Background: an optimization exercise with open tools, aiming at small area. Do not read the settings as production practice.
The RTL was checked by simulation tests, not by an equivalence proof against the original design.

## run 1
// drc_rx_engine
module drc_rx_engine #(
    parameter P_RXMAX = 32                     
) (
    input  wire        clk,
    input  wire        rst,                    
    input  wire        rx_valid,               
    input  wire [7:0]  rx_data,
    output reg         frm_done,               
    output reg  [1:0]  frm_status,             
    output wire [7:0]  cap_flags,
    output wire [7:0]  cap_tid,
    output wire [7:0]  cap_sid,
    output wire [7:0]  cap_did,
    output wire [7:0]  cap_cid,
    output wire [7:0]  cap_seq,
    output wire [7:0]  cap_err,
    output reg  [4:0]  cap_plen,
    input  wire [4:0]  pl_addr,
    output wire [7:0]  pl_data,
    output reg  [31:0] cnt_ok,
    output reg  [31:0] cnt_cksum,
    output reg  [31:0] cnt_short,
    output reg  [31:0] cnt_ovf,
    output reg  [31:0] cnt_skip
);
    localparam [7:0] SOP   = 8'h8D;
    localparam [7:0] EOP   = 8'hD8;
    localparam [7:0] ESC   = 8'hAB;
    localparam [7:0] XMASK = 8'h88;
    localparam NSLOT = P_RXMAX - 1;            
    localparam [1:0] S_HUNT = 2'd0;
    localparam [1:0] S_BODY = 2'd1;
    localparam [1:0] S_ESC  = 2'd2;
    localparam [1:0] ST_OK    = 2'd0;
    localparam [1:0] ST_CKSUM = 2'd1;
    localparam [1:0] ST_SHORT = 2'd2;
    localparam [1:0] ST_OVF   = 2'd3;
    reg [1:0] state;
    reg [5:0] len;                             
    reg [7:0] sum;                             
    reg [7:0] rx_buf [0:NSLOT-1];
    reg [7:0] cap_buf [0:NSLOT-1];
    wire       in_hunt   = (state == S_HUNT);
    wire       in_body   = (state == S_BODY);
    wire       in_esc    = (state == S_ESC);
    wire       got_sop   = rx_valid && in_hunt && (rx_data == SOP);
    wire       got_skip  = rx_valid && in_hunt && (rx_data != SOP);
    wire       got_eop   = rx_valid && in_body && (rx_data == EOP);
  ...
Settings: LEC_CHECK=0, CAP_MARGIN=20, CORE_MARGIN=2, CORE_UTILIZATION=40, SLEW_MARGIN=20; clock period 50.0 ns.
standard.sh (not shown) runs the stock make flow with config.mk's settings and CLKGATE_MAP_FILE= SYNTH_SCRIPT=/design/flow/synth_recipe.tcl, a recipe that flattens the netlist after the stock synthesis.
==> flow/flow/run.sh <==
#!/bin/bash
# The standard ORFS layout, with three changes aimed at cell area:
#  - synthesis maps the logic with an area-oriented ABC script (flow/abc_area.script);
#    everything else in synthesis is synth_recipe.tcl unchanged, so the registers are the same
#  - port buffers are sky130_fd_sc_hd__buf_1 instead of the default delay buffer
#  - CTS uses clkbuf_8 with small sink clusters and no dummy loads
set -euo pipefail
here=$(pwd)
cat > "$here/area_synth.tcl" <<EOT
proc abc {args} {
  set i [lsearch \$args -script]
  lset args [expr {\$i + 1}] $here/flow/abc_area.script
  yosys abc {*}\$args
}
source $here/synth_recipe.tcl
EOT
bash standard.sh \
  "SYNTH_SCRIPT=$here/area_synth.tcl" \
  "BUFFER_PORTS_ARGS=-buffer_cell sky130_fd_sc_hd__buf_1" \
  "CTS_ARGS=-sink_clustering_enable -repair_clock_nets -dont_use_dummy_load -buf_list sky130_fd_sc_hd__clkbuf_8 -sink_clustering_size 16 -sink_clustering_max_diameter 50" \
  finish > flow_make.log 2>&1
==> flow/flow/abc_area.script <==
&get -n
&st
&dc2
&dch -f
&nf -R 1000
&st
&dch -f
&nf -R 1000
&put
topo
Run 1 finished every stage and its layout cleared the timing, design-rule and antenna checks.
## Diff of input files: run 2 against run 1
Settings: PLACE_DENSITY newly set to 0.75; CORE_UTILIZATION changed from 40 to 65.
==> flow/flow/run.sh <==
#!/bin/bash
# The standard ORFS layout, with three changes aimed at cell area:
#  - synthesis maps the logic with an area-oriented ABC script (flow/abc_area.script)
#    and leaves adders to ABC too (no ADDER_MAP_FILE); everything else in synthesis is
#    synth_recipe.tcl unchanged, so the registers are the same
#  - port buffers are sky130_fd_sc_hd__buf_1 instead of the default delay buffer
#  - CTS uses clkbuf_16 with sink clusters of up to 30 and no dummy loads
set -euo pipefail
here=$(pwd)
cat > "$here/area_synth.tcl" <<EOT
proc abc {args} {
  set i [lsearch \$args -script]
  lset args [expr {\$i + 1}] $here/flow/abc_area.script
  yosys abc {*}\$args
}
source $here/synth_recipe.tcl
EOT
bash standard.sh \
  "SYNTH_SCRIPT=$here/area_synth.tcl" \
  "ADDER_MAP_FILE=" \
  "BUFFER_PORTS_ARGS=-buffer_cell sky130_fd_sc_hd__buf_1" \
  "CTS_ARGS=-sink_clustering_enable -repair_clock_nets -dont_use_dummy_load -buf_list sky130_fd_sc_hd__clkbuf_16 -sink_clustering_size 30 -sink_clustering_max_diameter 80" \
  finish > flow_make.log 2>&1
Utilization: run 2 > run 1. Run 1 ended up with a2111oi_0 as its cell with the largest stage delay on the worst path; run 2 ended up with nor2_1. Run 1 has higher mean instance size in the synthesized netlist than run 2. From run 1 to run 2 the numbers moved as follows: share of the yosys chip area belonging to registers saw an increase, count of clock-buffer cells in the layout saw a decrease, met2 track utilization from global routing saw an increase, delay of the slowest cell on the worst path saw an increase. The standard cells in run 2 occupy less silicon area than those in run 1 do. NOTE sum of routed wire segments on met1 run 1->run 2 decreased by more than 10%. Compared with run 1, run 2 shows slew of the pin with the lowest slew margin lower by 0.12 ns. Relative to run 1, final clock period utilization by the worst path has gone down in run 2. Adder and majority gate portion of the synthesized area came out lower on run 2 than on run 1.
The following lists how run 3 was set up differently from run 2:
Settings: CORE_UTILIZATION now 40, was 65; PLACE_DENSITY no longer set, was 0.75.
-- flow/flow/run.sh --
<<< run 2, line 3
#  - synthesis maps the logic with an area-oriented ABC script (flow/abc_area.script)
>>> run 3, line 3
#  - synthesis maps the logic with an area-oriented ABC script (flow/abc_area.script);
Notes after the runs:
Relative to run 2, largest stage delay on the critical path increased by 0.13 ns in run 3.
After detailed routing, run 2 needs less wire than run 3.
Of run 3 and run 2, the higher aggregate global-route resource usage belongs to run 2.
Input-level comparison between run 4 and run 3:
-- flow/flow/run.sh --
<<< run 3, line 3
#  - synthesis maps the logic with an area-oriented ABC script (flow/abc_area.script);
>>> run 4, line 3
#  - synthesis maps the logic with an area-oriented ABC script (flow/abc_area.script)
Notes after the runs:
Taking run 3 as the reference, in run 4 routed length on met3 stayed essentially flat, average wire per cell in the routed design stayed essentially flat, length in cells of the worst reg-to-reg path stayed essentially flat.
Run 4 against run 3: maximum frequency comparable, number of standard cells after synthesis stayed essentially flat, arrival time reported for the critical path endpoint comparable.

afterwards: timing with drivers on the ports:
How much do the figures lean on ideal ports? The routed layouts below were timed once more, with nothing changed but the port constraints.
Step 1 assumes that a clkbuf_16 drives the clock port and a buf_2 every other input.
Step 2 adds t to the input delays and takes it off the output delays; t is the mean of the earliest and latest rising clock arrival at the registers after step 1. Input paths then give back, and output paths get back, about the clock's delay inside the block.
Slacks: no drivers / after step 1 / after step 2; pairs: no drivers / after step 1.
| run | t (ns) | slack for setup (ns) | clock arrival spread, ns |
|---|---|---|---|
| run 1 | 0.694 | 27.252 / 27.159 / 27.159 | 0.128 / 0.128 |
| run 2 | 0.635 | 27.471 / 27.428 / 27.428 | 0.063 / 0.063 |
| run 3 | 0.671 | 27.348 / 27.321 / 27.321 | 0.104 / 0.104 |
| run 4 | 0.671 | 27.348 / 27.321 / 27.321 | 0.104 / 0.104 |
After both steps every run listed still meets setup and hold. The setup slack of run 1, which loses most, moves by -0.093 ns with the drivers and by -0.093 ns with both steps.
